Source: an optimization exercise on an open RTL-to-GDS flow (aim: small area, a short achievable clock period and few clock cycles). Production flows keep margins and buffers that such runs may drop.
In this exercise RTL edits were held to simulation tests only and were not proved equivalent to the original.
Power figures rest on the tool's default switching activity, not on a simulated workload.

==> flow/design.v <==
module psg_chan #(
    parameter KIND = 1                  
) (
    input  wire         clk,
    input  wire         rst,
    input  wire         do_init,
    input  wire         do_setvol,      
    input  wire         do_setpitch,
    input  wire         do_release,     
    input  wire         do_tick,
    input  wire         do_stop,
    input  wire         do_env,         
    input  wire         do_adv,         
    input  wire         spec_en,        
    input  wire         do_peak,
    input  wire [5:0]   peak_in,
    input  wire         do_sus,
    input  wire         sus_setvel,     
    input  wire [5:0]   sus_in,
    input  wire [7:0]   op_velocity,
    input  wire [31:0]  op_duration,
    input  wire [31:0]  op_adsr,        
    input  wire [1:0]   op_panpot,
    input  wire [47:0]  op_inc,
    input  wire [127:0] op_arg,
    output reg          tick_res,       
    output wire         late,
    output wire         play,           
    output wire         env_wr,         
    output wire [7:0]   note_vel_o,
    output wire [3:0]   s_o,
    output wire [5:0]   peak_o,
    output wire         ea,             
    output wire [1:0]   panpot_o,
    output reg  signed [15:0] term,     
    output wire [5:0]   ev_o,           
    output wire signed [10:0] dw_o      
);
    localparam [2:0] S_INIT = 3'd0, S_RISE = 3'd1, S_DEC = 3'd2, S_PLAY = 3'd3,
                     S_REL  = 3'd4, S_DYING = 3'd5, S_DEAD = 3'd6;
    localparam PW = (KIND == 1) ? 3 : ((KIND == 2) ? 5 : 15);
    reg [2:0]    st_x;                  
    reg [2:0]    nxt;
    reg [3:0]    step;
    reg [5:0]    vel, peak, sus;
    reg [1:0]    panpot;
    reg [2:0]    a_r, d_r, r_r;
    reg [3:0]    s_r;
    reg [7:0]    note_vel;
    reg [31:0]   dur;
    reg [PW+31:0] inc;
    reg [31:0]   frac;
    reg [PW-1:0] pos;
    reg [1:0]    duty;
    reg          npat;
    reg [127:0]  wave;
    wire [2:0]   state = st_x ^ S_DEAD;
    reg signed [9:0] nws;               
    assign late       = (state >= S_REL);
    assign play       = (state == S_PLAY);
    assign note_vel_o = note_vel;
    assign s_o        = s_r;
    assign peak_o     = peak;
    assign panpot_o   = panpot;
    reg [2:0] e_state, e_next;
    reg [3:0] e_step;
    reg [5:0] e_vel;
    always @* begin
        e_state = state;
        e_next  = nxt;
        e_step  = step;
        e_vel   = vel;
        case (state)
            S_INIT: begin
                e_next = S_RISE;
                e_step = 4'd0;
                if ((a_r | d_r) == 3'd0 || (sus == 6'd0 && peak == 6'd0)) begin
                    e_state = S_PLAY;  e_vel = sus;
                end else if (a_r == 3'd0 && s_r < 4'd15) begin
                    e_state = S_DEC;
                    e_vel   = (peak == 6'd0) ? sus : ((peak - 6'd1 > sus) ? peak - 6'd1 : sus);
                end else if (a_r == 3'd0) begin
                    e_state = S_PLAY;  e_vel = sus;
                end else begin
                    e_state = S_RISE;  e_vel = 6'd1;
                end
            end
            S_RISE: begin
                e_step = step + 4'd1;
                if (e_step >= {1'b0, a_r}) begin
                    if (nxt == S_DEC) begin
                        e_state = S_DEC;
                        dec_entry;
                    end else if (nxt == S_PLAY) begin
                        e_state = S_PLAY;
                        e_step  = 4'd0;
                    end else if (nxt == S_REL) begin
                        e_state = S_REL;
                        rel_entry;
                    end else begin
                        e_step = 4'd0;
                        e_vel  = vel + 6'd1;
                        if ({1'b0, vel} + 7'd1 >= {1'b0, peak}) begin
                            e_vel  = peak;
                            e_next = (d_r == 3'd0 || peak == sus) ? S_PLAY : S_DEC;
                        end
                    end
                end
            end
            S_DEC: begin
                e_step = step + 4'd1;
                if (e_step >= {1'b0, d_r}) begin
                    if (nxt == S_PLAY) begin
                        e_state = S_PLAY;
                        e_step  = 4'd0;
                    end else if (nxt == S_REL) begin
                        e_state = S_REL;
                        rel_entry;
                    end else begin
                        dec_entry;
                    end
                end
            end
            S_PLAY: begin
                if (nxt == S_REL) begin
                    e_state = S_REL;
                    e_step  = step + 4'd1;
                    rel_entry;
                end else begin
                    e_step = 4'd0;
                end
            end
            S_REL: begin
                e_step = step + 4'd1;
                if (e_step >= {1'b0, r_r}) begin
                    if (nxt == S_DYING) e_state = S_DEAD;
                    else                rel_entry;
                end
            end
            default: ;
        endcase
    end
    task dec_entry;
        begin
            e_step = 4'd0;
            if ({1'b0, vel} <= {1'b0, sus} + 7'd1) begin
                e_vel  = sus;
                e_next = S_PLAY;
            end else begin
                e_vel = vel - 6'd1;
            end
        end
    endtask
    task rel_entry;
        begin
            if (r_r == 3'd0) begin
                e_vel   = 6'd0;
                e_state = S_DEAD;
            end else begin
                e_step = 4'd0;
                if (vel <= 6'd1) begin
                    e_next = S_DYING;
                    e_vel  = 6'd0;
                end else begin
                    e_vel = vel - 6'd1;
                end
            end
        end
    endtask
    reg [5:0]        ev;
    reg              ea_r;
    reg signed [9:0] qh, ql;            
    reg signed [6:0] evn;               
    assign ev_o = ev;
    assign ea   = ea_r;
    wire [8:0] v1 = {3'b0, e_vel};
    wire [8:0] v2 = {2'b0, e_vel, 1'b0};
    wire [8:0] v4 = {1'b0, e_vel, 2'b0};
    wire [8:0] v8 = {e_vel, 3'b0};
    reg  signed [9:0] qh_n, ql_n;
    always @* begin
        case (duty)
            2'd0:    begin qh_n = $signed({1'b0, v8 - v1}); ql_n = -$signed({1'b0, v1}); end
            2'd1:    begin qh_n = $signed({1'b0, v4 + v2}); ql_n = -$signed({1'b0, v2}); end
            2'd2:    begin qh_n = $signed({1'b0, v4});      ql_n = -$signed({1'b0, v4}); end
            default: begin qh_n = $signed({1'b0, v2});      ql_n = -$signed({1'b0, v4 + v2}); end
        endcase
    end
    always @(posedge clk) begin
        if (kill)
            ea_r <= 1'b0;
        else if (spec_en)
            ea_r <= (e_state != S_DEAD);
        if (spec_en) begin
            ev   <= e_vel;
            if (KIND == 1) begin
                qh <= qh_n;
                ql <= ql_n;
            end
            if (KIND == 3)
                evn <= -$signed({1'b0, e_vel});
        end
    end
    function carry32(input [31:0] a, input [31:0] b);
        reg [31:0] g, p;
        integer lv, j;
        begin
            g = a & b;
            p = a | b;
            for (lv = 1; lv < 32; lv = lv * 2)
                for (j = 31; j >= lv; j = j - 1) begin
                    g[j] = g[j] | (p[j] & g[j - lv]);
                    p[j] = p[j] & p[j - lv];
                end
            carry32 = g[31];
        end
    endfunction
    wire [31:0]   frac_nx = frac + inc[31:0];
    reg           c32r;
    wire          c32     = (KIND == 1) ? carry32(frac, inc[31:0]) : c32r;
    wire          c32_n   = do_adv ? carry32(frac_nx, inc[31:0]) : carry32(frac, inc[31:0]);
    always @(posedge clk)
        c32r <= c32_n && !rst;
    wire          hold    = (KIND == 2) && rc;
    wire [PW-1:0] inc_i   = hold ? {PW{1'b0}} : inc[PW+31:32];
    function [29:0] add2(input [14:0] a, input [14:0] b);
        reg [14:0] g, p, x;
        integer lv, j;
        begin
            g = a & b;
            p = a ^ b;
            x = p;
            for (lv = 1; lv < 15; lv = lv * 2)
                for (j = 14; j >= lv; j = j - 1) begin
                    g[j] = g[j] | (p[j] & g[j - lv]);
                    p[j] = p[j] & p[j - lv];
                end
            add2[14:0]  = x ^ {g[13:0], 1'b0};
            add2[29:15] = x ^ {g[13:0] | p[13:0], 1'b1};
        end
    endfunction
    wire [29:0]   ps      = add2(pos, inc_i);
    wire [PW-1:0] ps0     = ps[PW-1:0];
    wire [PW-1:0] ps1     = ps[PW+14:15];
    wire [PW-1:0] pos_sum = (c32 && !hold) ? ps1 : ps0;
    wire [PW-1:0] pos_nx  = (KIND == 3 && npat) ? (pos_sum & 7'h7f) : pos_sum;
    function [14:0] fine_r(input [6:0] b);
        case (b)
            7'd0: fine_r = 15'h0001;
            7'd1: fine_r = 15'h0002;
            7'd2: fine_r = 15'h0004;
            7'd3: fine_r = 15'h0008;
            7'd4: fine_r = 15'h0010;
            7'd5: fine_r = 15'h0020;
            7'd6: fine_r = 15'h0040;
            7'd7: fine_r = 15'h0080;
            7'd8: fine_r = 15'h0100;
            7'd9: fine_r = 15'h0200;
            7'd10: fine_r = 15'h0400;
            7'd11: fine_r = 15'h0800;
            7'd12: fine_r = 15'h1000;
            7'd13: fine_r = 15'h2000;
            7'd14: fine_r = 15'h4001;
            7'd15: fine_r = 15'h0003;
            7'd16: fine_r = 15'h0006;
            7'd17: fine_r = 15'h000c;
            7'd18: fine_r = 15'h0018;
            7'd19: fine_r = 15'h0030;
            7'd20: fine_r = 15'h0060;
            7'd21: fine_r = 15'h00c0;
            7'd22: fine_r = 15'h0180;
            7'd23: fine_r = 15'h0300;
            7'd24: fine_r = 15'h0600;
            7'd25: fine_r = 15'h0c00;
            7'd26: fine_r = 15'h1800;
            7'd27: fine_r = 15'h3000;
            7'd28: fine_r = 15'h6001;
            7'd29: fine_r = 15'h4002;
            7'd30: fine_r = 15'h0005;
            7'd31: fine_r = 15'h000a;
            7'd32: fine_r = 15'h0014;
            7'd33: fine_r = 15'h0028;
            7'd34: fine_r = 15'h0050;
            7'd35: fine_r = 15'h00a0;
            7'd36: fine_r = 15'h0140;
            7'd37: fine_r = 15'h0280;
            7'd38: fine_r = 15'h0500;
            7'd39: fine_r = 15'h0a00;
            7'd40: fine_r = 15'h1400;
            7'd41: fine_r = 15'h2800;
            7'd42: fine_r = 15'h5001;
            7'd43: fine_r = 15'h2003;
            7'd44: fine_r = 15'h4007;
            7'd45: fine_r = 15'h000f;
            7'd46: fine_r = 15'h001e;
            7'd47: fine_r = 15'h003c;
            7'd48: fine_r = 15'h0078;
            7'd49: fine_r = 15'h00f0;
            7'd50: fine_r = 15'h01e0;
            7'd51: fine_r = 15'h03c0;
            7'd52: fine_r = 15'h0780;
            7'd53: fine_r = 15'h0f00;
            7'd54: fine_r = 15'h1e00;
            7'd55: fine_r = 15'h3c00;
            7'd56: fine_r = 15'h7801;
            7'd57: fine_r = 15'h7002;
            7'd58: fine_r = 15'h6004;
            7'd59: fine_r = 15'h4008;
            7'd60: fine_r = 15'h0011;
            7'd61: fine_r = 15'h0022;
            7'd62: fine_r = 15'h0044;
            7'd63: fine_r = 15'h0088;
            7'd64: fine_r = 15'h0110;
            7'd65: fine_r = 15'h0220;
            7'd66: fine_r = 15'h0440;
            7'd67: fine_r = 15'h0880;
            7'd68: fine_r = 15'h1100;
            7'd69: fine_r = 15'h2200;
            7'd70: fine_r = 15'h4401;
            7'd71: fine_r = 15'h0803;
            7'd72: fine_r = 15'h1006;
            7'd73: fine_r = 15'h200c;
            7'd74: fine_r = 15'h4019;
            7'd75: fine_r = 15'h0033;
            7'd76: fine_r = 15'h0066;
            7'd77: fine_r = 15'h00cc;
            7'd78: fine_r = 15'h0198;
            7'd79: fine_r = 15'h0330;
            7'd80: fine_r = 15'h0660;
            7'd81: fine_r = 15'h0cc0;
            7'd82: fine_r = 15'h1980;
            7'd83: fine_r = 15'h3300;
            7'd84: fine_r = 15'h6601;
            7'd85: fine_r = 15'h4c02;
            7'd86: fine_r = 15'h1805;
            7'd87: fine_r = 15'h300a;
            7'd88: fine_r = 15'h6015;
            7'd89: fine_r = 15'h402a;
            7'd90: fine_r = 15'h0055;
            7'd91: fine_r = 15'h00aa;
            7'd92: fine_r = 15'h0154;
            7'd93: fine_r = 15'h02a8;
            7'd94: fine_r = 15'h0550;
            7'd95: fine_r = 15'h0aa0;
            7'd96: fine_r = 15'h1540;
            7'd97: fine_r = 15'h2a80;
            7'd98: fine_r = 15'h5501;
            7'd99: fine_r = 15'h2a03;
            7'd100: fine_r = 15'h5407;
            7'd101: fine_r = 15'h280f;
            7'd102: fine_r = 15'h501f;
            7'd103: fine_r = 15'h203f;
            7'd104: fine_r = 15'h407f;
            7'd105: fine_r = 15'h00ff;
            7'd106: fine_r = 15'h01fe;
            7'd107: fine_r = 15'h03fc;
            7'd108: fine_r = 15'h07f8;
            7'd109: fine_r = 15'h0ff0;
            7'd110: fine_r = 15'h1fe0;
            7'd111: fine_r = 15'h3fc0;
            7'd112: fine_r = 15'h7f81;
            7'd113: fine_r = 15'h7f02;
            7'd114: fine_r = 15'h7e04;
            7'd115: fine_r = 15'h7c08;
            7'd116: fine_r = 15'h7810;
            7'd117: fine_r = 15'h7020;
            7'd118: fine_r = 15'h6040;
            7'd119: fine_r = 15'h4080;
            7'd120: fine_r = 15'h0101;
            7'd121: fine_r = 15'h0202;
            7'd122: fine_r = 15'h0404;
            7'd123: fine_r = 15'h0808;
            7'd124: fine_r = 15'h1010;
            7'd125: fine_r = 15'h2020;
            7'd126: fine_r = 15'h4041;
            7'd127: fine_r = 15'h0083;
            default: fine_r = 15'h0000;
        endcase
    endfunction
    function [14:0] fine_w(input [7:0] a);
        case (a)
            8'd0: fine_w = 15'h4000;
            8'd1: fine_w = 15'h3040;
            8'd2: fine_w = 15'h2400;
            8'd3: fine_w = 15'h1b24;
            8'd4: fine_w = 15'h1040;
            8'd5: fine_w = 15'h3c20;
            8'd6: fine_w = 15'h0924;
            8'd7: fine_w = 15'h1dd2;
            8'd8: fine_w = 15'h3400;
            8'd9: fine_w = 15'h1734;
            8'd10: fine_w = 15'h1940;
            8'd11: fine_w = 15'h3ae9;
            8'd12: fine_w = 15'h0d34;
            8'd13: fine_w = 15'h12da;
            8'd14: fine_w = 15'h3649;
            8'd15: fine_w = 15'h7040;
            8'd16: fine_w = 15'h1440;
            8'd17: fine_w = 15'h3f24;
            8'd18: fine_w = 15'h0b64;
            8'd19: fine_w = 15'h2c60;
            8'd20: fine_w = 15'h3504;
            8'd21: fine_w = 15'h14f6;
            8'd22: fine_w = 15'h29d2;
            8'd23: fine_w = 15'h2334;
            8'd24: fine_w = 15'h0e74;
            8'd25: fine_w = 15'h23a9;
            8'd26: fine_w = 15'h37dd;
            8'd27: fine_w = 15'h1fee;
            8'd28: fine_w = 15'h2493;
            8'd29: fine_w = 15'h4609;
            8'd30: fine_w = 15'h6400;
            8'd31: fine_w = 15'h2b64;
            8'd32: fine_w = 15'h3440;
            8'd33: fine_w = 15'h2704;
            8'd34: fine_w = 15'h1964;
            8'd35: fine_w = 15'h21f2;
            8'd36: fine_w = 15'h3d24;
            8'd37: fine_w = 15'h0ae6;
            8'd38: fine_w = 15'h2d40;
            8'd39: fine_w = 15'h2ddd;
            8'd40: fine_w = 15'h1474;
            8'd41: fine_w = 15'h2833;
            8'd42: fine_w = 15'h3b7d;
            8'd43: fine_w = 15'h629a;
            8'd44: fine_w = 15'h2209;
            8'd45: fine_w = 15'h4f64;
            8'd46: fine_w = 15'h1f24;
            8'd47: fine_w = 15'h1344;
            8'd48: fine_w = 15'h3e60;
            8'd49: fine_w = 15'h3896;
            8'd50: fine_w = 15'h1cd6;
            8'd51: fine_w = 15'h37c2;
            8'd52: fine_w = 15'h27a6;
            8'd53: fine_w = 15'h009d;
            8'd54: fine_w = 15'h39a9;
            8'd55: fine_w = 15'h3c47;
            8'd56: fine_w = 15'h134e;
            8'd57: fine_w = 15'h59e7;
            8'd58: fine_w = 15'h4093;
            8'd59: fine_w = 15'h6d6d;
            8'd60: fine_w = 15'h5040;
            8'd61: fine_w = 15'h0c60;
            8'd62: fine_w = 15'h2d24;
            8'd63: fine_w = 15'h06f6;
            8'd64: fine_w = 15'h2440;
            8'd65: fine_w = 15'h2b14;
            8'd66: fine_w = 15'h1064;
            8'd67: fine_w = 15'h273b;
            8'd68: fine_w = 15'h3934;
            8'd69: fine_w = 15'h05ee;
            8'd70: fine_w = 15'h2f09;
            8'd71: fine_w = 15'h4aa9;
            8'd72: fine_w = 15'h1974;
            8'd73: fine_w = 15'h2dfe;
            8'd74: fine_w = 15'h3d2d;
            8'd75: fine_w = 15'h5c20;
            8'd76: fine_w = 15'h2144;
            8'd77: fine_w = 15'h2bd2;
            8'd78: fine_w = 15'h22b6;
            8'd79: fine_w = 15'h0f54;
            8'd80: fine_w = 15'h3b70;
            8'd81: fine_w = 15'h375f;
            8'd82: fine_w = 15'h1e0f;
            8'd83: fine_w = 15'h3cda;
            8'd84: fine_w = 15'h2ae7;
            8'd85: fine_w = 15'h65a0;
            8'd86: fine_w = 15'h53dd;
            8'd87: fine_w = 15'h348a;
            8'd88: fine_w = 15'h10d3;
            8'd89: fine_w = 15'h610d;
            8'd90: fine_w = 15'h7d64;
            8'd91: fine_w = 15'h0a96;
            8'd92: fine_w = 15'h0964;
            8'd93: fine_w = 15'h2de2;
            8'd94: fine_w = 15'h3424;
            8'd95: fine_w = 15'h0c2f;
            8'd96: fine_w = 15'h2950;
            8'd97: fine_w = 15'h22d5;
            8'd98: fine_w = 15'h163d;
            8'd99: fine_w = 15'h4f47;
            8'd100: fine_w = 15'h367d;
            8'd101: fine_w = 15'h6757;
            8'd102: fine_w = 15'h2459;
            8'd103: fine_w = 15'h71de;
            8'd104: fine_w = 15'h1c69;
            8'd105: fine_w = 15'h77f2;
            8'd106: fine_w = 15'h03f2;
            8'd107: fine_w = 15'h2486;
            8'd108: fine_w = 15'h19c6;
            8'd109: fine_w = 15'h380b;
            8'd110: fine_w = 15'h257f;
            8'd111: fine_w = 15'h0b85;
            8'd112: fine_w = 15'h34e8;
            8'd113: fine_w = 15'h597a;
            8'd114: fine_w = 15'h793a;
            8'd115: fine_w = 15'h512a;
            8'd116: fine_w = 15'h430e;
            8'd117: fine_w = 15'h5587;
            8'd118: fine_w = 15'h6db7;
            8'd119: fine_w = 15'h6b9b;
            8'd120: fine_w = 15'h7400;
            8'd121: fine_w = 15'h2774;
            8'd122: fine_w = 15'h3d40;
            8'd123: fine_w = 15'h21cd;
            8'd124: fine_w = 15'h1d74;
            8'd125: fine_w = 15'h2efa;
            8'd126: fine_w = 15'h3f6d;
            8'd127: fine_w = 15'h6d92;
            8'd128: fine_w = 15'h2040;
            8'd129: fine_w = 15'h2810;
            8'd130: fine_w = 15'h1224;
            8'd131: fine_w = 15'h1689;
            8'd132: fine_w = 15'h3830;
            8'd133: fine_w = 15'h062c;
            8'd134: fine_w = 15'h1f9b;
            8'd135: fine_w = 15'h5374;
            8'd136: fine_w = 15'h1a34;
            8'd137: fine_w = 15'h1c8d;
            8'd138: fine_w = 15'h3cb9;
            8'd139: fine_w = 15'h338e;
            8'd140: fine_w = 15'h1197;
            8'd141: fine_w = 15'h52ff;
            8'd142: fine_w = 15'h4dd2;
            8'd143: fine_w = 15'h0850;
            8'd144: fine_w = 15'h3a34;
            8'd145: fine_w = 15'h04ad;
            8'd146: fine_w = 15'h2eb9;
            8'd147: fine_w = 15'h3e1c;
            8'd148: fine_w = 15'h19b7;
            8'd149: fine_w = 15'h4cef;
            8'd150: fine_w = 15'h4940;
            8'd151: fine_w = 15'h06b9;
            8'd152: fine_w = 15'h2034;
            8'd153: fine_w = 15'h0f37;
            8'd154: fine_w = 15'h2219;
            8'd155: fine_w = 15'h4368;
            8'd156: fine_w = 15'h1f2d;
            8'd157: fine_w = 15'h4582;
            8'd158: fine_w = 15'h3264;
            8'd159: fine_w = 15'h3e99;
            8'd160: fine_w = 15'h2a14;
            8'd161: fine_w = 15'h10a5;
            8'd162: fine_w = 15'h27ab;
            8'd163: fine_w = 15'h5558;
            8'd164: fine_w = 15'h05af;
            8'd165: fine_w = 15'h4ff9;
            8'd166: fine_w = 15'h268d;
            8'd167: fine_w = 15'h2f03;
            8'd168: fine_w = 15'h2d2e;
            8'd169: fine_w = 15'h6171;
            8'd170: fine_w = 15'h5c45;
            8'd171: fine_w = 15'h5aaf;
            8'd172: fine_w = 15'h77e6;
            8'd173: fine_w = 15'h0cfd;
            8'd174: fine_w = 15'h148d;
            8'd175: fine_w = 15'h3ab1;
            8'd176: fine_w = 15'h370e;
            8'd177: fine_w = 15'h72f3;
            8'd178: fine_w = 15'h50f7;
            8'd179: fine_w = 15'h4a56;
            8'd180: fine_w = 15'h6974;
            8'd181: fine_w = 15'h098e;
            8'd182: fine_w = 15'h022d;
            8'd183: fine_w = 15'h4c5f;
            8'd184: fine_w = 15'h3d34;
            8'd185: fine_w = 15'h06ea;
            8'd186: fine_w = 15'h2d49;
            8'd187: fine_w = 15'h7b1b;
            8'd188: fine_w = 15'h1870;
            8'd189: fine_w = 15'h2e3c;
            8'd190: fine_w = 15'h0dbf;
            8'd191: fine_w = 15'h45fd;
            8'd192: fine_w = 15'h2204;
            8'd193: fine_w = 15'h1aa1;
            8'd194: fine_w = 15'h2322;
            8'd195: fine_w = 15'h60fa;
            8'd196: fine_w = 15'h0ba3;
            8'd197: fine_w = 15'h4e72;
            8'd198: fine_w = 15'h716b;
            8'd199: fine_w = 15'h3bde;
            8'd200: fine_w = 15'h2ba3;
            8'd201: fine_w = 15'h5652;
            8'd202: fine_w = 15'h636b;
            8'd203: fine_w = 15'h364c;
            8'd204: fine_w = 15'h2383;
            8'd205: fine_w = 15'h4842;
            8'd206: fine_w = 15'h67f9;
            8'd207: fine_w = 15'h38a5;
            8'd208: fine_w = 15'h3983;
            8'd209: fine_w = 15'h43d8;
            8'd210: fine_w = 15'h6b59;
            8'd211: fine_w = 15'h45d1;
            8'd212: fine_w = 15'h3f19;
            8'd213: fine_w = 15'h4ab5;
            8'd214: fine_w = 15'h107d;
            8'd215: fine_w = 15'h7df1;
            8'd216: fine_w = 15'h3539;
            8'd217: fine_w = 15'h5527;
            8'd218: fine_w = 15'h15cf;
            8'd219: fine_w = 15'h6bc1;
            8'd220: fine_w = 15'h2fbb;
            8'd221: fine_w = 15'h5f5c;
            8'd222: fine_w = 15'h0126;
            8'd223: fine_w = 15'h7a5b;
            8'd224: fine_w = 15'h2881;
            8'd225: fine_w = 15'h2e88;
            8'd226: fine_w = 15'h7ac8;
            8'd227: fine_w = 15'h75ac;
            8'd228: fine_w = 15'h5ac8;
            8'd229: fine_w = 15'h6d8c;
            8'd230: fine_w = 15'h48c8;
            8'd231: fine_w = 15'h601e;
            8'd232: fine_w = 15'h40e8;
            8'd233: fine_w = 15'h7e0e;
            8'd234: fine_w = 15'h447a;
            8'd235: fine_w = 15'h70e7;
            8'd236: fine_w = 15'h5e7a;
            8'd237: fine_w = 15'h7b7d;
            8'd238: fine_w = 15'h52da;
            8'd239: fine_w = 15'h0609;
            8'd240: fine_w = 15'h5440;
            8'd241: fine_w = 15'h0f64;
            8'd242: fine_w = 15'h2f64;
            8'd243: fine_w = 15'h3744;
            8'd244: fine_w = 15'h2544;
            8'd245: fine_w = 15'h28d6;
            8'd246: fine_w = 15'h20f6;
            8'd247: fine_w = 15'h3ee6;
            8'd248: fine_w = 15'h3a74;
            8'd249: fine_w = 15'h349d;
            8'd250: fine_w = 15'h2e9d;
            8'd251: fine_w = 15'h2507;
            8'd252: fine_w = 15'h29a7;
            8'd253: fine_w = 15'h54d3;
            8'd254: fine_w = 15'h5249;
            8'd255: fine_w = 15'h5b24;
            default: fine_w = 15'h0000;
        endcase
    endfunction
    localparam [127:0] ROUGH = 128'h7f54cee9637b5b2470be57344f143040;
    reg               nf, nr;           
    reg signed [10:0] dw;               
    reg               rc;               
    assign dw_o = dw;
    wire [14:0] npos = pos_nx;
    wire        nf_n = ^(fine_r(npos[6:0]) & fine_w(npos[14:7]));
    wire        nr_n = ROUGH[npos[6:0]];
    wire [4:0]        waddr = pos_nx;   
    wire [3:0]        nib_n = wave[{waddr[4:1], ~waddr[0], 2'b00} +: 4];
    wire signed [10:0] dw_n = $signed({2'b00, nib_n, 5'b00000}) + nws;
    reg               wbusy;
    reg [1:0]         wq;
    wire [31:0] wquar = wave[32*wq +: 32];
    wire [6:0]  qsum  = ((wquar[3:0] + wquar[7:4]) + (wquar[11:8] + wquar[15:12])) +
                        ((wquar[19:16] + wquar[23:20]) + (wquar[27:24] + wquar[31:28]));
    reg sq_hi;
    always @* begin
        case (duty)
            2'd0:    sq_hi = (pos[2:0] == 3'd0);
            2'd1:    sq_hi = (pos[2:0] <= 3'd1);
            2'd2:    sq_hi = (pos[2:0] <= 3'd3);
            default: sq_hi = (pos[2:0] <= 3'd5);
        endcase
        if (KIND == 1)
            term = sq_hi ? $signed({qh, 6'd0}) : $signed({ql, 6'd0});
        else if (KIND == 3)
            term = (npat ? nr : nf) ? $signed({2'b00, ev, 8'd0}) : $signed({evn, 8'd0});
        else
            term = 16'sd0;
    end
    wire tick_exp = do_tick && !late && (dur == 32'd1);
    always @* begin
        if (late)               tick_res = 1'b0;
        else if (dur == 32'd0)  tick_res = 1'b1;
        else                    tick_res = (dur != 32'd1);
    end
    wire rel_dead = do_release && (r_r == 3'd0 || vel == 6'd0);
    wire rel_stage = do_release && !rel_dead;
    wire tick_dead = tick_exp && (vel == 6'd0 || r_r == 3'd0);
    wire sus_vel = do_sus && sus_setvel && state == S_PLAY;
    wire kill   = do_stop || rel_dead || tick_dead;
    assign env_wr = do_init || do_setvol || do_peak || do_sus || (do_release && !kill) || (tick_exp && !kill) ||
                    do_env || (KIND == 2 && (wbusy || rc)) ||
                    (KIND != 1 && (do_setpitch || do_init));
    reg [2:0] st_n;
    always @* begin
        st_n = state;
        if (do_init)  st_n = S_INIT;
        if (rel_dead) st_n = S_DEAD;
        if (tick_exp) st_n = tick_dead ? S_DEAD : S_REL;
        if (do_stop)  st_n = S_DEAD;
        if (do_env)   st_n = e_state;
    end
    wire st_we = rst || do_init || rel_dead || tick_exp || do_stop || do_env;
    reg [5:0] vel_n;
    always @* begin
        vel_n = vel;
        if (sus_vel)                          vel_n = sus_in;
        if (do_release && r_r == 3'd0)        vel_n = 6'd0;
        if (tick_exp && r_r == 3'd0)          vel_n = 6'd0;
        if (do_env)                           vel_n = e_vel;
    end
    wire vel_we = rst || sus_vel || ((do_release || tick_exp) && r_r == 3'd0) || do_env;
    always @(posedge clk) begin
        if (st_we)
            st_x <= (st_n ^ S_DEAD) & {3{!rst}};
        if (vel_we)
            vel <= vel_n & {6{!rst}};
        if (rst || rel_stage || do_env)
            nxt <= (do_env ? e_next : S_REL) & {3{!rst}};
        if (rst || do_env)
            step <= e_step & {4{!rst}};
    end
    always @(posedge clk) begin
        if (rst) begin
            frac <= 32'd0;
            pos  <= {PW{1'b0}};
            nf   <= 1'b0;
            nr   <= 1'b0;
        end else if (do_adv) begin
            frac <= frac_nx;
            pos  <= pos_nx;
            if (KIND == 3) begin
                nf <= nf_n;
                nr <= nr_n;
            end
        end
    end
    always @(posedge clk) begin
        if (rst) begin
            wbusy <= 1'b0;
            rc    <= 1'b0;
        end else if (KIND == 2) begin
            rc <= wbusy && (wq == 2'd3) && !do_init;
            if (do_init) begin
                wbusy <= 1'b1;
                wq    <= 2'd0;
            end else if (wbusy) begin
                wq <= wq + 1'b1;
                if (wq == 2'd3) wbusy <= 1'b0;
            end
        end
    end
    always @(posedge clk) begin
        if (do_init) begin
            note_vel <= op_velocity;
            dur      <= op_duration;
            a_r      <= op_adsr[2:0];
            d_r      <= op_adsr[10:8];
            s_r      <= op_adsr[19:16];
            r_r      <= op_adsr[26:24];
            if (KIND == 1) duty <= op_arg[1:0];
            if (KIND == 2) wave <= op_arg;
            if (KIND == 3) npat <= op_arg[0];
        end
        if (do_init || do_setvol)
            panpot <= op_panpot;
        if (do_init || do_setpitch)
            inc <= op_inc[PW+31:0];
        if (do_tick && !late && dur != 32'd0)
            dur <= dur - 32'd1;
        if (do_peak)
            peak <= peak_in;
        if (do_sus)
            sus <= sus_in;
        if (KIND == 2) begin
            if (do_adv || rc)
                dw <= dw_n;
            if (do_init)
                nws <= 10'sd0;
            else if (wbusy)
                nws <= nws - $signed({3'b000, qsum});
        end
    end
endmodule
module psg_voice #(
    parameter NFRAMES = 16              
) (
    input  wire         clk,
    input  wire         rst,
    input  wire         cmd_valid,
    output wire         cmd_ready,
    input  wire [3:0]   cmd_op,
    input  wire [1:0]   cmd_ch,
    input  wire [7:0]   cmd_velocity,
    input  wire [31:0]  cmd_duration,
    input  wire [31:0]  cmd_adsr,       
    input  wire [7:0]   cmd_vol,
    input  wire [7:0]   cmd_pan,
    input  wire [47:0]  cmd_inc,
    input  wire [127:0] cmd_arg,
    output reg          rsp_valid,
    output reg  [1:0]   rsp_status,
    output reg          rsp_tick,
    output reg          smp_valid,
    input  wire         smp_ready,
    output reg          smp_last,
    output reg  signed [17:0] smp_left,
    output reg  signed [17:0] smp_right
);
    localparam [3:0] OP_INIT_PCM8 = 4'h1, OP_INIT_SQUARE = 4'h2, OP_INIT_WAVE = 4'h3,
                     OP_INIT_NOISE = 4'h4, OP_SET_VOLUME = 4'h5, OP_SET_PITCH = 4'h6,
                     OP_RELEASE = 4'h7, OP_TICK_NOTE = 4'h8, OP_PROCESS = 4'h9,
                     OP_STOP = 4'hA, OP_MIX_BLOCK = 4'hB;
    localparam [1:0] ST_OK = 2'd0, ST_REFUSED = 2'd1, ST_FAULT = 2'd2, ST_HALTED = 2'd3;
    localparam [1:0] P_LEFT = 2'd0, P_CENTER = 2'd1, P_RIGHT = 2'd2;
    localparam FW = $clog2(NFRAMES);
    reg          ready;                 
    reg          faulted;
    reg [FW-1:0] nleft;                 
    reg [3:0]    bsel;                  
    reg [3:0]    fsel_r;                
    reg          bpend;                 
    reg          bpend_mix;
    reg [1:0]    bpend_ch;
    reg          brsp;                  
    reg          q_valid;               
    reg [1:0]    q_status;
    reg          q_tick;
    reg          v2;                    
    reg [1:0]    v2_ch;
    reg          v2_setvel;
    reg [7:0]    v2_vol;
    reg [7:0]    v2_nv;                 
    reg [3:0]    v2_s, v3_s;            
    reg          v3;                    
    reg [1:0]    v3_ch;
    reg          v3_setvel;
    reg [5:0]    v3_pk;
    reg [3:0]    fr1;                   
    assign cmd_ready = ready;
    wire accept = cmd_valid && ready;
    wire op_reserved = (cmd_op == 4'h0) || (cmd_op >= 4'hC);
    wire op_refused  = op_reserved || (cmd_op == OP_MIX_BLOCK && cmd_ch != 2'd0);
    reg  kind_bad;
    always @* begin
        case (cmd_op)
            OP_INIT_PCM8:   kind_bad = 1'b1;
            OP_INIT_SQUARE: kind_bad = (cmd_ch != 2'd0) && (cmd_ch != 2'd1);
            OP_INIT_WAVE:   kind_bad = (cmd_ch != 2'd2);
            OP_INIT_NOISE:  kind_bad = (cmd_ch != 2'd3);
            default:        kind_bad = 1'b0;
        endcase
    end
    wire run = accept && !faulted && !op_refused && !kind_bad;
    wire [3:0] ch_sel   = 4'b0001 << cmd_ch;
    wire       is_init  = (cmd_op == OP_INIT_SQUARE) || (cmd_op == OP_INIT_WAVE) ||
                          (cmd_op == OP_INIT_NOISE);
    wire       is_block = (cmd_op == OP_PROCESS) || (cmd_op == OP_MIX_BLOCK);
    wire       run_blk  = run && is_block;
    wire [3:0] late;
    wire [3:0] do_init     = (run && is_init)                   ? ch_sel : 4'b0;
    wire [3:0] do_setvol   = (run && cmd_op == OP_SET_VOLUME)   ? (ch_sel & ~late) : 4'b0;
    wire [3:0] do_setpitch = (run && cmd_op == OP_SET_PITCH)    ? ch_sel : 4'b0;
    wire [3:0] do_release  = (run && cmd_op == OP_RELEASE)      ? (ch_sel & ~late) : 4'b0;
    wire [3:0] do_tick     = (run && cmd_op == OP_TICK_NOTE)    ? ch_sel : 4'b0;
    wire [3:0] do_stop     = (run && cmd_op == OP_STOP)         ? ch_sel : 4'b0;
    wire       vol_go      = |(do_init | do_setvol);
    wire [3:0] play;
    wire       setvel_now  = |(do_setvol & play);
    wire [1:0] op_panpot = ($signed(cmd_pan) < -8'sd21) ? P_LEFT :
                           ($signed(cmd_pan) >  8'sd20) ? P_RIGHT : P_CENTER;
    function [35:0] csa(input [17:0] a, input [17:0] b, input [17:0] c);
        begin
            csa[17:0]  = a ^ b ^ c;
            csa[35:18] = {((a[16:0] & b[16:0]) | (a[16:0] & c[16:0]) | (b[16:0] & c[16:0])), 1'b0};
        end
    endfunction
    function [17:0] add18(input [17:0] a, input [17:0] b);
        reg [17:0] g, p, x;
        integer lv, j;
        begin
            g = a & b;
            p = a ^ b;
            x = p;
            for (lv = 1; lv < 18; lv = lv * 2)
                for (j = 17; j >= lv; j = j - 1) begin
                    g[j] = g[j] | (p[j] & g[j - lv]);
                    p[j] = p[j] & p[j - lv];
                end
            add18 = x ^ {g[16:0], 1'b0};
        end
    endfunction
    wire out_free = !smp_valid || smp_ready;
    wire idle     = (nleft == {FW{1'b0}});            
    wire       acc_mix = run_blk && (cmd_op == OP_MIX_BLOCK);
    wire [3:0] bmask   = bpend ? (bpend_mix ? 4'b1111 : (4'b0001 << bpend_ch)) : 4'b1111;
    wire [3:0] f_sel   = !idle ? bsel : bmask;
    wire [3:0] fresh    = fr1;
    wire       f_fresh  = &(fresh | ~bmask);
    wire start     = (acc_mix || bpend) && out_free && f_fresh;    
    wire cont      = !idle && smp_valid && smp_ready;              
    wire load      = start || cont;
    wire last_load = cont && (nleft == 1);
    wire spec_en   = (idle && !start) || last_load;
    wire [7:0]  nv_o [0:3];
    wire [3:0]  s_o  [0:3];
    wire [5:0]  pk_o [0:3];
    wire [7:0]  mv = v2_nv;
    wire [17:0] mr0 = v2_vol[0] ? {10'd0, mv}       : 18'd0;
    wire [17:0] mr1 = v2_vol[1] ? {9'd0, mv, 1'b0}  : 18'd0;
    wire [17:0] mr2 = v2_vol[2] ? {8'd0, mv, 2'b0}  : 18'd0;
    wire [17:0] mr3 = v2_vol[3] ? {7'd0, mv, 3'b0}  : 18'd0;
    wire [17:0] mr4 = v2_vol[4] ? {6'd0, mv, 4'b0}  : 18'd0;
    wire [17:0] mr5 = v2_vol[5] ? {5'd0, mv, 5'b0}  : 18'd0;
    wire [17:0] mr6 = v2_vol[6] ? {4'd0, mv, 6'b0}  : 18'd0;
    wire [17:0] mr7 = v2_vol[7] ? {3'd0, mv, 7'b0}  : 18'd0;
    wire [35:0] m1 = csa(mr0, mr1, mr2);
    wire [35:0] m2 = csa(mr3, mr4, mr5);
    wire [35:0] m3 = csa(m1[17:0], m1[35:18], m2[17:0]);
    wire [35:0] m4 = csa(m2[35:18], mr6, mr7);
    wire [35:0] m5 = csa(m3[17:0], m3[35:18], m4[17:0]);
    wire [35:0] m6 = csa(m5[17:0], m5[35:18], m4[35:18]);
    wire [17:0] v2_prod = add18(m6[17:0], m6[35:18]);
    wire [5:0]  v2_peak = v2_prod[15:10];
    wire [3:0]  sv = v3_s;
    wire [17:0] sr0 = sv[0] ? {12'd0, v3_pk}       : 18'd0;
    wire [17:0] sr1 = sv[1] ? {11'd0, v3_pk, 1'b0} : 18'd0;
    wire [17:0] sr2 = sv[2] ? {10'd0, v3_pk, 2'b0} : 18'd0;
    wire [17:0] sr3 = sv[3] ? {9'd0, v3_pk, 3'b0}  : 18'd0;
    wire [35:0] s1 = csa(sr0, sr1, sr2);
    wire [35:0] s2 = csa(s1[17:0], s1[35:18], sr3);
    wire [35:0] s3 = csa(s2[17:0], s2[35:18], 18'd15);
    wire [17:0] v3_t   = add18(s3[17:0], s3[35:18]);
    wire [5:0]  v3_sus = v3_t[9:4];
    wire [3:0]         tick_res;
    wire [3:0]         env_wr;
    wire [3:0]         ea;
    wire [1:0]         panpot [0:3];
    wire signed [15:0] term   [0:3];
    wire [5:0]         ev     [0:3];
    wire signed [10:0] dw     [0:3];
    genvar g;
    generate
        for (g = 0; g < 4; g = g + 1) begin : ch
            psg_chan #(.KIND(g < 2 ? 1 : (g == 2 ? 2 : 3))) u_chan (
                .clk         (clk),
                .rst         (rst),
                .do_init     (do_init[g]),
                .do_setvol   (do_setvol[g]),
                .do_setpitch (do_setpitch[g]),
                .do_release  (do_release[g]),
                .do_tick     (do_tick[g]),
                .do_stop     (do_stop[g]),
                .do_env      (start && f_sel[g]),
                .do_adv      (load && f_sel[g] && ea[g]),
                .spec_en     (spec_en),
                .do_peak     (v2 && v2_ch == g),
                .peak_in     (v2_peak),
                .do_sus      (v3 && v3_ch == g),
                .sus_setvel  (v3_setvel),
                .sus_in      (v3_sus),
                .op_velocity (cmd_velocity),
                .op_duration (cmd_duration),
                .op_adsr     (cmd_adsr),
                .op_panpot   (op_panpot),
                .op_inc      (cmd_inc),
                .op_arg      (cmd_arg),
                .tick_res    (tick_res[g]),
                .late        (late[g]),
                .play        (play[g]),
                .env_wr      (env_wr[g]),
                .note_vel_o  (nv_o[g]),
                .s_o         (s_o[g]),
                .peak_o      (pk_o[g]),
                .ea          (ea[g]),
                .panpot_o    (panpot[g]),
                .term        (term[g]),
                .ev_o        (ev[g]),
                .dw_o        (dw[g])
            );
        end
    endgenerate
    wire [3:0] gl, gr;
    genvar h;
    generate
        for (h = 0; h < 4; h = h + 1) begin : gate
            assign gl[h] = ea[h] && (panpot[h] != P_RIGHT);
            assign gr[h] = ea[h] && (panpot[h] != P_LEFT);
        end
    endgenerate
    wire [17:0] t0 = {{2{term[0][15]}}, term[0]};
    wire [17:0] t1 = {{2{term[1][15]}}, term[1]};
    wire [17:0] t3 = {{2{term[3][15]}}, term[3]};
    wire [17:0] dwx = {{7{dw[2][10]}}, dw[2]};
    wire [5:0]  evw = ev[2];
    wire [17:0] w0 = evw[0] ? dwx        : 18'd0;
    wire [17:0] w1 = evw[1] ? (dwx << 1) : 18'd0;
    wire [17:0] w2 = evw[2] ? (dwx << 2) : 18'd0;
    wire [17:0] w3 = evw[3] ? (dwx << 3) : 18'd0;
    wire [17:0] w4 = evw[4] ? (dwx << 4) : 18'd0;
    wire [17:0] w5 = evw[5] ? (dwx << 5) : 18'd0;
    function [17:0] side(input [3:0] gg, input [17:0] a0, input [17:0] a1, input [17:0] a3,
                         input [17:0] x0, input [17:0] x1, input [17:0] x2,
                         input [17:0] x3, input [17:0] x4, input [17:0] x5);
        reg [17:0] b0, b1, b3, y0, y1, y2, y3, y4, y5;
        reg [35:0] c1, c2, c3, c4, c5, c6, c7;
        begin
            b0 = gg[0] ? a0 : 18'd0;
            b1 = gg[1] ? a1 : 18'd0;
            b3 = gg[3] ? a3 : 18'd0;
            y0 = gg[2] ? x0 : 18'd0;
            y1 = gg[2] ? x1 : 18'd0;
            y2 = gg[2] ? x2 : 18'd0;
            y3 = gg[2] ? x3 : 18'd0;
            y4 = gg[2] ? x4 : 18'd0;
            y5 = gg[2] ? x5 : 18'd0;
            c1 = csa(b0, b1, b3);
            c2 = csa(y0, y1, y2);
            c3 = csa(y3, y4, y5);
            c4 = csa(c1[17:0], c1[35:18], c2[17:0]);
            c5 = csa(c2[35:18], c3[17:0], c3[35:18]);
            c6 = csa(c4[17:0], c4[35:18], c5[17:0]);
            c7 = csa(c6[17:0], c6[35:18], c5[35:18]);
            side = add18(c7[17:0], c7[35:18]);
        end
    endfunction
    wire [17:0] mix_l = side(gl & fsel_r, t0, t1, t3, w0, w1, w2, w3, w4, w5);
    wire [17:0] mix_r = side(gr & fsel_r, t0, t1, t3, w0, w1, w2, w3, w4, w5);
    wire last_out = smp_valid && smp_ready && idle && smp_last;   
    reg       n_q_valid, n_brsp, n_v2, n_v3, n_bpend, n_bmix;
    reg [1:0] n_bch;
    reg [3:0] n_bsel, n_bmask, n_fsel;
    reg [FW-1:0] n_nleft;
    always @* begin
        n_nleft = nleft;
        if (start)     n_nleft = NFRAMES - 1;
        else if (cont) n_nleft = nleft - 1'b1;
        n_bpend   = (bpend || run_blk) && !start;
        n_brsp    = (brsp && !last_out) || start;
        n_q_valid = (q_valid && (brsp || last_out)) || (accept && !run_blk);
        n_bsel    = start ? f_sel : bsel;
        n_bmix    = (run_blk && !start) ? (cmd_op == OP_MIX_BLOCK) : bpend_mix;
        n_bch     = (run_blk && !start) ? cmd_ch : bpend_ch;
        n_bmask   = n_bpend ? (n_bmix ? 4'b1111 : (4'b0001 << n_bch)) : 4'b1111;
        n_fsel    = (n_nleft != {FW{1'b0}}) ? n_bsel : n_bmask;
        n_v2      = vol_go;
        n_v3      = v2;
    end
    always @(posedge clk) begin
        if (rst) begin
            ready     <= 1'b1;
            faulted   <= 1'b0;
            nleft     <= {FW{1'b0}};
            bpend     <= 1'b0;
            brsp      <= 1'b0;
            q_valid   <= 1'b0;
            v2        <= 1'b0;
            v3        <= 1'b0;
            fsel_r    <= 4'b1111;
            fr1       <= 4'b0;
            smp_valid <= 1'b0;
            smp_last  <= 1'b0;
            rsp_valid <= 1'b0;
        end else begin
            nleft   <= n_nleft;
            bpend   <= n_bpend;
            brsp    <= n_brsp;
            q_valid <= n_q_valid;
            v2      <= n_v2;
            v3      <= n_v3;
            fsel_r  <= n_fsel;
            fr1     <= spec_en ? ~env_wr : 4'b0;
            ready   <= (n_nleft == {FW{1'b0}}) && !n_bpend && !(n_v2 && setvel_now) && !(n_v3 && v2_setvel) &&
                       !(n_q_valid && n_brsp);
            if (accept && !faulted && !op_refused && kind_bad)
                faulted <= 1'b1;
            if (load) begin
                smp_valid <= 1'b1;
                smp_last  <= cont && (nleft == 1);
            end else if (smp_valid && smp_ready) begin
                smp_valid <= 1'b0;
            end
            if (last_out) begin
                rsp_valid <= 1'b1;
            end else begin
                rsp_valid <= q_valid && !brsp;
            end
        end
    end
    always @(posedge clk) begin
        if (last_out) begin
            rsp_status <= ST_OK;
            rsp_tick   <= 1'b0;
        end else begin
            rsp_status <= q_status;
            rsp_tick   <= q_tick;
        end
        if (accept && !run_blk) begin
            if (faulted)          q_status <= ST_HALTED;
            else if (op_refused)  q_status <= ST_REFUSED;
            else if (kind_bad)    q_status <= ST_FAULT;
            else                  q_status <= ST_OK;
            q_tick <= run && (cmd_op == OP_TICK_NOTE) && tick_res[cmd_ch];
        end
        if (run_blk && !start) begin
            bpend_mix <= (cmd_op == OP_MIX_BLOCK);
            bpend_ch  <= cmd_ch;
        end
        if (start)
            bsel <= f_sel;
        if (load) begin
            smp_left  <= mix_l;
            smp_right <= mix_r;
        end
        if (vol_go) begin
            v2_ch     <= cmd_ch;
            v2_vol    <= cmd_vol;
            v2_nv     <= is_init ? cmd_velocity : nv_o[cmd_ch];
            v2_s      <= is_init ? cmd_adsr[19:16] : s_o[cmd_ch];
            v2_setvel <= setvel_now;
        end
        if (v2) begin
            v3_ch     <= v2_ch;
            v3_setvel <= v2_setvel;
            v3_pk     <= v2_peak;
            v3_s      <= v2_s;
        end
    end
endmodule
==> flow/flow/run.sh <==
#!/bin/bash
# Layout: the standard ORFS flow on the design's SDC, in three make calls.
#  - Synthesis is the standard one (synth_recipe.tcl: -nofsm -noshare, flatten, rename)
#    except that adders are left to ABC instead of being mapped to full/half-adder
#    cells (ADDER_MAP_FILE empty); the registers are the same.
#  - The timing repairs after clock-tree synthesis and after global routing are asked
#    to leave more setup slack than the design's period needs (more after CTS, where
#    the parasitics are still estimated from placement).
# Every tool's log stays under orfs/logs; each make call's output goes to its own log.
set -euo pipefail
bash standard.sh ADDER_MAP_FILE= place > make_place.log 2>&1
bash standard.sh ADDER_MAP_FILE= SETUP_SLACK_MARGIN=12.6 cts > make_cts.log 2>&1
bash standard.sh ADDER_MAP_FILE= SETUP_SLACK_MARGIN=12 finish > make_finish.log 2>&1
==> flow/standard.sh <==
#!/bin/bash
# synth_recipe.tcl (not shown) runs the flow's synth.tcl, then flattens the netlist and writes it again
# the make line also repeats each setting of config.mk as NAME=value (left out here)
make -C /OpenROAD-flow-scripts/flow DESIGN_CONFIG=/design/flow/config.mk WORK_HOME=/design/flow/orfs CLKGATE_MAP_FILE= SYNTH_SCRIPT=/design/flow/synth_recipe.tcl "${@:-finish}"
==> flow/config.mk <==
export PLATFORM = sky130hd
export DESIGN_NAME = psg_voice
export DESIGN_NICKNAME = psg_voice
export VERILOG_FILES = /design/flow/design.v
export SDC_FILE = /design/flow/constraint.sdc
export NUM_CORES = 4
export LEC_CHECK = 0
export CAP_MARGIN = 20
export CORE_MARGIN = 2
export CORE_UTILIZATION = 40
export SLEW_MARGIN = 20
==> flow/constraint.sdc <==
create_clock -name core_clock -period 18.0 [get_ports {clk}]
set_input_delay 3.6000 -clock core_clock [delete_from_list [all_inputs] [get_ports {clk}]]
set_output_delay 3.6000 -clock core_clock [all_outputs]
set_load 0.01 [all_outputs]
==> results of run 1 <==
## state kept, by name, summed over array words and instances (netlist names), 10 cells and up
signal	cells
ch.u_chan.a_r	12
ch.u_chan.d_r	12
ch.u_chan.dur	128
ch.u_chan.dw	11
ch.u_chan.ev	11
ch.u_chan.frac	128
ch.u_chan.inc	154
ch.u_chan.note_vel	32
ch.u_chan.nws	10
ch.u_chan.nxt	12
ch.u_chan.peak	24
ch.u_chan.pos	26
ch.u_chan.qh	14
ch.u_chan.ql	18
ch.u_chan.r_r	12
ch.u_chan.s_r	16
ch.u_chan.st_x	12
ch.u_chan.step	16
ch.u_chan.sus	24
ch.u_chan.vel	24
ch.u_chan.wave	128
smp_left	18
smp_right	18
## layer usage
metal  up-vias  track usage, %
met4         8            12.4
met1     34449            36.1
met5         -               0
met3       727            5.28
li1      32838               -
met2      3320            44.3
## area by class of cell
cell class              instances  area (um^2)
flip-flops and latches        963        26900
clock buffers                 123         2700
diodes                          5         12.5
well taps                    2480         3100
fillers                     17557        97200
multi-input cells            6955        46500
inverters                     232          886
repair buffers                636         7250
clock inverters                73          910
## kinds of logic (layout without fill, tap and decap cells)
| family | count (synthesis) | after routing | synth area share, % |
|---|---|---|---|
| and+or+nand+nor | 2899 | 2911 | 18.1 |
| xor gates and xnor gates | 828 | 828 | 10.4 |
| AOI/OAI and AO/OA | 2778 | 2780 | 23.7 |
| adders and majority gates | 257 | 257 | 3.49 |
| muxes | 178 | 179 | 3.75 |
| buffers and inverters | 839 | 1064 | 4.64 |
| DFF | 963 | 963 | 35.9 |
| other | 0 | 5 | 0 |
## power breakdown
part	leakage, nW	switching [W]	internal, W
Sequential	8.65	0.0000704	0.00253
Combinational	19.5	0.00105	0.000819
Clock	1.74	0.00101	0.00127
Total	29.9	0.00213	0.00462
## cells in the final DEF, fill, tap and decap left out, types with 48 or more instances in the layout
cell,synthesis,routed
a221oi_1,55,53
a21o_1,51,51
nand2b_1,86,82
edfxtp_1,757,757
buf_4,25,201
nor2b_1,77,71
inv_1,224,214
o21ai_0,708,668
xnor2_1,522,501
o211ai_1,99,99
mux2i_1,68,66
xor2_1,266,260
nand3_1,168,157
a31oi_1,174,168
clkdlybuf4s50_1,0,267
mux4_2,77,77
nor3_1,204,186
and3_1,57,50
and2_1,78,72
or2_2,64,57
a22oi_1,70,70
o31ai_1,58,58
a211oi_1,100,86
nor2_1,893,860
nor4_1,54,52
maj3_1,231,231
nand2_1,871,808
o221ai_1,48,48
clkbuf_16,0,104
or3_1,149,143
a21oi_1,737,716
dfxtp_1,206,202
o22ai_1,130,127
o21a_1,63,63
## worst paths after layout
kind                        start                   to  slack [ps]  cells past startpoint
max reg2reg  ch[3].u_chan.inc[32]      ch[3].u_chan.nf       12170                     20
min                       v2_s[1]              v3_s[1]         420                      0
min reg2reg               v2_s[1]              v3_s[1]         420                      0
max                     cmd_ch[0]  ch[3].u_chan.pos[0]       12060                     22
## through the flow
step / std cells / area [um^2]
2_1_floorplan: 8742 / 74700
3_3_place_gp: 11050 / 79600
3_5_place_dp: 11050 / 79600
4_1_cts: 11460 / 88100
5_1_grt: 11465 / 88200
6_report: 11467 / 88200
## worst max-delay path: stages
cell and delay [ps]:
buf_8 100, buf_12 120, buf_12 120, nor2_4 100
nor2_1 50, o21ai_1 130, nand2_1 130, nor3_4 180
and3b_2 220, a31o_4 160, o2111ai_4 130, buf_6 170
o21ai_4 70, buf_12 160, buf_6 110, nand3_4 110
buf_12 220, buf_12 160, buf_12 120, buf_16 130
o21ai_1 130, a21oi_1 80
## what timing repair did
item	CTS	global route
endpoints found under the setup margin	1130	64
setup buffers	155	2
resized for setup	615	21
pin swaps	153	5
gates cloned	59	0
==> reports/summary.md, run 1 <==
In this run the tightest slew margin relative to its limit is 15.6%. The core outline area was 185,000 um^2. In the final routed layout, each cell accounts on average for 23.8 um.

TritonCTS built the clock tree. In this run, synthesis inferred 757 flip-flops with an integrated enable. Power spread over the standard cell area amounts to 76.5 nW/um^2. The flow ran to the end and the layout has no timing, DRC or antenna violations.

The growth of design area from synthesis to finish came out at 18.0%. The via total after detailed routing is 71,342. For the finished layout, the period the worst path requires is 5940 ps.

The count of cell types in the netlist is 121. Residual antenna-violating net count after detailed routing: 0. For the sum of negative setup slack, the log shows 0 ps. The logs give 113,000 um for the sum of routed wire segments on met1 and 9,166 for the net total in the final layout. Counting the buffers created by CTS gives 104. Yosys printed 4 warnings. IR analysis of the VDD net gives a maximum drop of 0.0844 mV.

The total standard cell area after synthesis is 74,700 um^2. Synthesis inferred 963 register bits. For this run, design rule violations remaining after detail routing come to 0. The run gives 12,060 ps as the least setup slack across all paths after layout. Clock tree synthesis found a total of 963 sinks. The congestion estimate from routability-driven global placement came to 1.02. The run gives 414,000 um as the global-route wire length before repair.

The worst min-delay path category was flip-flop to flip-flop. The completed layout was analyzed and its total power is 0.00675 W. In this run the biggest area consumer among cell types represents 30.4% of the synthesized area. Input and output buffers added on the ports amount to 296. Cell taking the most area after synthesis: edfxtp_1. The post-detailed-routing wire length is 273,000 um, and the vertical die dimension is 436 um. The tools report the total die area as 190,000 um^2. The tools report the met3 wirelength from detailed routing as 23,400 um. Number of nets produced by synthesis: 9,016.

The commonest cells after synthesis are nor2_1, nand2_1, edfxtp_1. The run gives 780 ps as the clock latency at the later pin of the worst-skew pair. STA classifies the critical path endpoint as a flip-flop.

The initial core utilization came out at 40.3%. The tools report the launching element type of the critical path as an input port. For this block, the initial DRC count from the detailed router was 7,834.

Of the synthesized area, sequential elements account for 35.9%. The max-slew violation count was 0; the post-layout utilization of the core was 47.6%. The share of flip-flops with an asynchronous set or reset after synthesis was 0%; the signal arrival time at the worst endpoint was 6530 ps.

Transition at the pin with the smallest max-transition slack: 1250 ps. The number of vias per cell after detailed routing came out at 6.22. Measured along the x axis, the die boundary spans 436 um. The clock input transition at the sequential cells of the worst setup and hold paths is 60 ps. The cell sitting at the root of the clock tree is a clkbuf_16. The layout cell share with drive strength beyond 1 was 12.6%. The cell with the most instances after synthesis was nor2_1.

Across all hold checks on the routed design, the worst slack comes to 424 ps. The logs give 27.6% for the global-route usage over all layers and 183,000 um for the detailed-placement wirelength estimate. Entering global routing, the biggest net connects 92 pins. The tool flagged a number of max-cap violations equal to 0. The hold buffer count at CTS is 0, and the total iterations of the first detailed-routing run is 7. The maximum fanout count along the critical path works out to 7. The highest metal layer carrying signal wires in the routed design is met5.

The via count of the first global-routing pass is 67,649. Setup repair after global routing could not meet its margin everywhere. Summed over all cells, the static leakage comes to 29.9 nW. Setup violations remaining at the end of the flow were counted as 0. For the final-report hold violation count, the log shows 0. The tools report the worst slack after detailed placement as 9240 ps. The average instance in the mapped netlist occupies 8.55 um^2.

The most used flip-flop cell after synthesis is edfxtp_1. Summed over all nets, wire length on met2 after detailed routing comes to 123,000 um. Static timing analysis puts the maximum clock frequency at 0.168 GHz. The number of antenna violations at the first check in global routing is 18, and the critical path data required time is 18,590 ps.

In this run the count of I/O pins placed on the die edge is 317. For the number of core rows, the log shows 158. For this run the aggregate overflow at the end of global routing stands at 0.

After layout, the worst path uses 33.0% of the clock period. The critical path in this run is classified as input port to flip-flop. The setup clock skew after layout came out at 51.8 ps. By area the synthesized netlist is led by edfxtp_1, xnor2_1, dfxtp_1. CTS built an H-tree with a depth of 3. The number of cells produced by synthesis is 8,742, and the clock tree buffer depth is 3.
Testbench counts, summed over its fixed seeds: cycles 56,605.
==> inputs of run 2 (changes only) <==
--- a/flow/flow/run.sh
+++ b/flow/flow/run.sh
@@ -5,2 +5,4 @@
 #    cells (ADDER_MAP_FILE empty); the registers are the same.
+#  - Every input and output port still gets its own buffer, a plain buf_1 instead of
+#    the delay buffer buffer_ports picks by default.
 #  - The timing repairs after clock-tree synthesis and after global routing are asked
@@ -10,4 +12,5 @@
 set -euo pipefail
-bash standard.sh ADDER_MAP_FILE= place > make_place.log 2>&1
-bash standard.sh ADDER_MAP_FILE= SETUP_SLACK_MARGIN=12.6 cts > make_cts.log 2>&1
-bash standard.sh ADDER_MAP_FILE= SETUP_SLACK_MARGIN=12 finish > make_finish.log 2>&1
+PORTS='BUFFER_PORTS_ARGS=-buffer_cell sky130_fd_sc_hd__buf_1'
+bash standard.sh ADDER_MAP_FILE= "$PORTS" place > make_place.log 2>&1
+bash standard.sh ADDER_MAP_FILE= "$PORTS" SETUP_SLACK_MARGIN=12.6 cts > make_cts.log 2>&1
+bash standard.sh ADDER_MAP_FILE= "$PORTS" SETUP_SLACK_MARGIN=12 finish > make_finish.log 2>&1
--- a/flow/config.mk
+++ b/flow/config.mk
@@ -10,2 +10,3 @@
 export CORE_UTILIZATION = 40
+export CTS_BUF_LIST = sky130_fd_sc_hd__clkbuf_4 sky130_fd_sc_hd__clkbuf_8
 export SLEW_MARGIN = 20
==> reports/summary.md, run 2 <==
Global-route usage over all layers: 27.1%. Most common library cell in the layout ignoring fill and taps: nor2_1. The number of top-level pins was 317.

Once the floorplan was initialized, standard cells occupied 40.3% of the core. The logs give 8,742 for the number of cells produced by synthesis and 119,000 um for the met2 layer wire length in the routed design. The average size of a mapped cell came out at 8.55 um^2. The flip-flop and latch count after synthesis is 963, and the final non-filler cell area is 84,200 um^2. Port buffering added 296 buffers. Sequential elements use 35.9% of the synthesized area. The via count of the first global-routing pass was 66,961; the overall overflow remaining after global route was 0.

The signal on the critical path passes through buf_1, nor2_1, a21oi_1, nand2_2, nor3_4, and3b_2, a31o_4, o2111ai_4, buf_6, and2_4, buf_4, a21oi_1, inv_1, a21oi_4, a31oi_4, or2_4. The number of core rows is 158. The kind of cell with the highest combined delay along the critical path is compound AO/OA/AOI/OAI gates.

The via total after detailed routing was 71,099; the setup clock skew after layout was 65.5 ps. The tools report the clock latency at the later pin of the worst-skew pair as 950 ps. The count of cell types in the netlist is 121, and the power per cell area is 77.8 nW/um^2. Across the VDD grid, the largest voltage drop is 0.0757 mV. After routing, the total negative slack on setup checks comes to 0 ps.

The top cell types in the final layout, fill and taps aside, are nor2_1, nand2_1, edfxtp_1. The run gives 23.1% as the tightest slew margin relative to the limit. Ranked by instance count, the synthesized netlist is headed by nor2_1, nand2_1, edfxtp_1.

The count of nets left with antenna violations once routing finished came out at 0. The run gives 3 as the clock tree buffer depth. The peak per-stage delay on the critical path works out to 360 ps. Ranked by total cell area, the synthesized netlist is headed by edfxtp_1, xnor2_1, dfxtp_1.

After clock tree synthesis, the clock-pin slew on the worst setup and hold paths is 70 ps. The run gives 74,700 um^2 as the total standard cell area after synthesis. The transition at the pin with the smallest max-transition slack works out to 1140 ps. The total die area came out at 190,000 um^2. The tools report the total iterations of the first detailed-routing run as 7. The tool flagged a number of max-cap violations equal to 0. The combined buffer and inverter count along the critical path works out to 4. In this run, the number of DRC markers left after iteration 0 of detailed routing was 7,543.

The register bank with the most flops is ch.u_chan.inc. At the end of routability-driven placement, the weighted congestion stood at 0.975. The run finished with no timing, DRC or antenna violations. The number of nets produced by synthesis is 9,016, and the final-report hold violation count is 0.

After detailed routing, the number of remaining DRC violations is 0. In this run, placement finished with an instance count of 11,038. The tools report the post-detailed-routing wire length as 268,000 um.

Timing would allow up to 0.174 GHz. For the max-slew violation count, the log shows 0. For this block, wires on met1 add up to 111,000 um. Dividing the final minimum period by the clock period gives 31.9%. The finished layout holds 11,503 standard cells, fillers aside. The number of antenna violations at the first check in global routing is 30. The path class of the tightest hold or removal check is flip-flop to flip-flop. The detailed-placement wirelength estimate was 181,000 um.

The cell taking the most area after synthesis is edfxtp_1. STA classifies the critical path endpoint as a flip-flop. The launching element type of the critical path is an input port. Master cell of the clock root buffer: clkbuf_8. The floorplan die width was 436 um; the net total in the final layout was 9,136. During synthesis, Yosys emitted a total of 4 warnings. The critical path data required time is 18,800 ps. In the final layout, the share of cells above drive strength 1 is 11.7%. After floorplanning, the core was sized to cover 185,000 um^2. Final-report setup violation count: 0. The clock period could shrink to 5740 ps. Share of flip-flops with an asynchronous set or reset after synthesis: 0%. Among all flip-flop cells after synthesis, the most frequent one is edfxtp_1.

In this run the vertical extent of the chip is 436 um. In the routed layout, each cell is associated on average with a via count of 6.18. The analysis attributes to cell leakage a power of 28.2 nW. CTS saw 963 sinks.

The global-route wire length before repair was 405,000 um; the met3 wirelength from detailed routing was 23,700 um. The synthesized design contains 757 enable-type register cells. The top cell type by area accounts for 30.4% of the synthesized area.

In this run, CTS created clock tree buffers numbering 158. The maximum fanout count along the critical path is 6. In this run the cell area measured after placement is 77,700 um^2. The uppermost layer routed was met5. The final total power is 0.00655 W, and the hold buffer count at CTS is 0.

Setup repair after global routing left no endpoint under its margin. At the worst endpoint, the arrival time is 6540 ps. Cell repeated most along the worst path: a21oi_1.

The register with the most flip-flops in the layout has 154 of them. H-tree depth: 4. TritonCTS built the clock tree.

Entering global routing, the biggest net connects 89 pins. By instance count, the leading cell after synthesis is nor2_1. The worst setup path is of the input port to flip-flop kind. For this run, the share of the core covered by cells in the final layout is 45.4%. The cell with the largest stage delay on the worst path is a21oi_1.

In the final routed layout, each cell accounts on average for 23.3 um. The growth of design area from synthesis to finish is 12.7%.
[run 2: cell type report]
type | instances | area (um^2)
Tap cell | 2480 | 3100
Multi-Input combinational cell | 6947 | 45800
Clock buffer | 235 | 2870
Inverter | 232 | 871
Antenna cell | 25 | 62.6
Fill cell | 18114 | 101000
Timing Repair Buffer | 560 | 4040
Clock inverter | 61 | 607
Sequential cell | 963 | 26900
[run 2: worst register-to-register path: stages, from the launching register on]
cell       delay (ps)
edfxtp_1          410
maj3_2            380
a221oi_4          300
nor3_1            140
a211o_2           430
o21ba_4           290
mux2i_4           200
buf_12            310
buf_12            280
nand2_2           220
o22ai_1           510
a2111oi_0         220
or4_1             490
a21oi_2           190
mux2i_1           120
a211oi_2          450
xnor2_1           180
xnor3_1           280
nand2_1            90
a21oi_1            60
[run 2: worst paths after layout]
| kind | startpoint | to | slack (ps) | depth (start not counted) |
|---|---|---|---|---|
| max | cmd_op[3] | fsel_r[2] | 12260 | 16 |
| min | ch[2].u_chan.nws[2] | ch[2].u_chan.dw[2] | 410 | 0 |
| max reg2reg | ch[3].u_chan.inc[32] | ch[3].u_chan.nf | 12310 | 19 |
| min reg2reg | ch[2].u_chan.nws[2] | ch[2].u_chan.dw[2] | 410 | 0 |
[run 2: what timing repair did]
| action | in CTS | in global routing |
|---|---|---|
| gates resized for setup | 346 | 0 |
| setup buffers | 119 | 0 |
| setup endpoints to repair | 1058 | 0 |
[run 2: cells by family after synthesis]
family	Yosys count	share of synthesized area, %
xor gates and xnor gates	828	10.4
muxes	178	3.75
and+or+nand+nor	2899	18.1
buffers and inverters	839	4.64
AOI/OAI and AO/OA	2778	23.7
adders and majority gates	257	3.49
DFF	963	35.9
[run 2: where the power goes]
group,internal (W),total (W),switching (W)
registers,0.00253,0.00260,0.0000727
logic,0.000774,0.00182,0.00105
clock network,0.00116,0.00213,0.000968
[run 2: stage by stage]
| stage | hold slack (ps) | setup WS (ps) |
|---|---|---|
| 3_5_place_dp | 405 | 9550 |
| 3_3_place_gp | 403 | 9690 |
| 5_1_grt | 426 | 12030 |
| 2_1_floorplan | 400 | 8190 |
| 6_report | 412 | 12260 |
| 4_1_cts | 410 | 12460 |
[run 2: routing by layer]
metal / global-route usage (%) / vias to the layer above
li1: - / 32851
met1: 35.6 / 33988
met2: 41.8 / 3481
met3: 5.69 / 773
met4: 14.3 / 6
met5: 0 / -

separate check: timing with driven ports:
In the flow no input, the clock included, has a driving cell. The finished layouts below were timed again as built, in two steps. Step 1, drivers: a clkbuf_16 drives clk and a buf_2 each remaining input, both assumed. Step 2 times the ports against the registers' clock, not the clock port: input delays grow and output delays shrink by t, the midpoint of the rising clock arrivals with the driver on. Three values: no drivers, after step 1, after step 2; two values: the first two.
| run | t (ns) | setup slack, ns | worst register clock-pin slew, ns |
|---|---|---|---|
| run 1 | 0.831 | 12.060 / 12.097 / 11.267 | 0.07 / 0.07 |
| run 2 | 0.990 | 12.259 / 12.274 / 11.283 | 0.09 / 0.09 |
After both steps setup and hold are still met in every run listed. For run 2, which loses most, drivers alone change the setup slack by +0.015 ns; drivers and shift together by -0.976 ns.
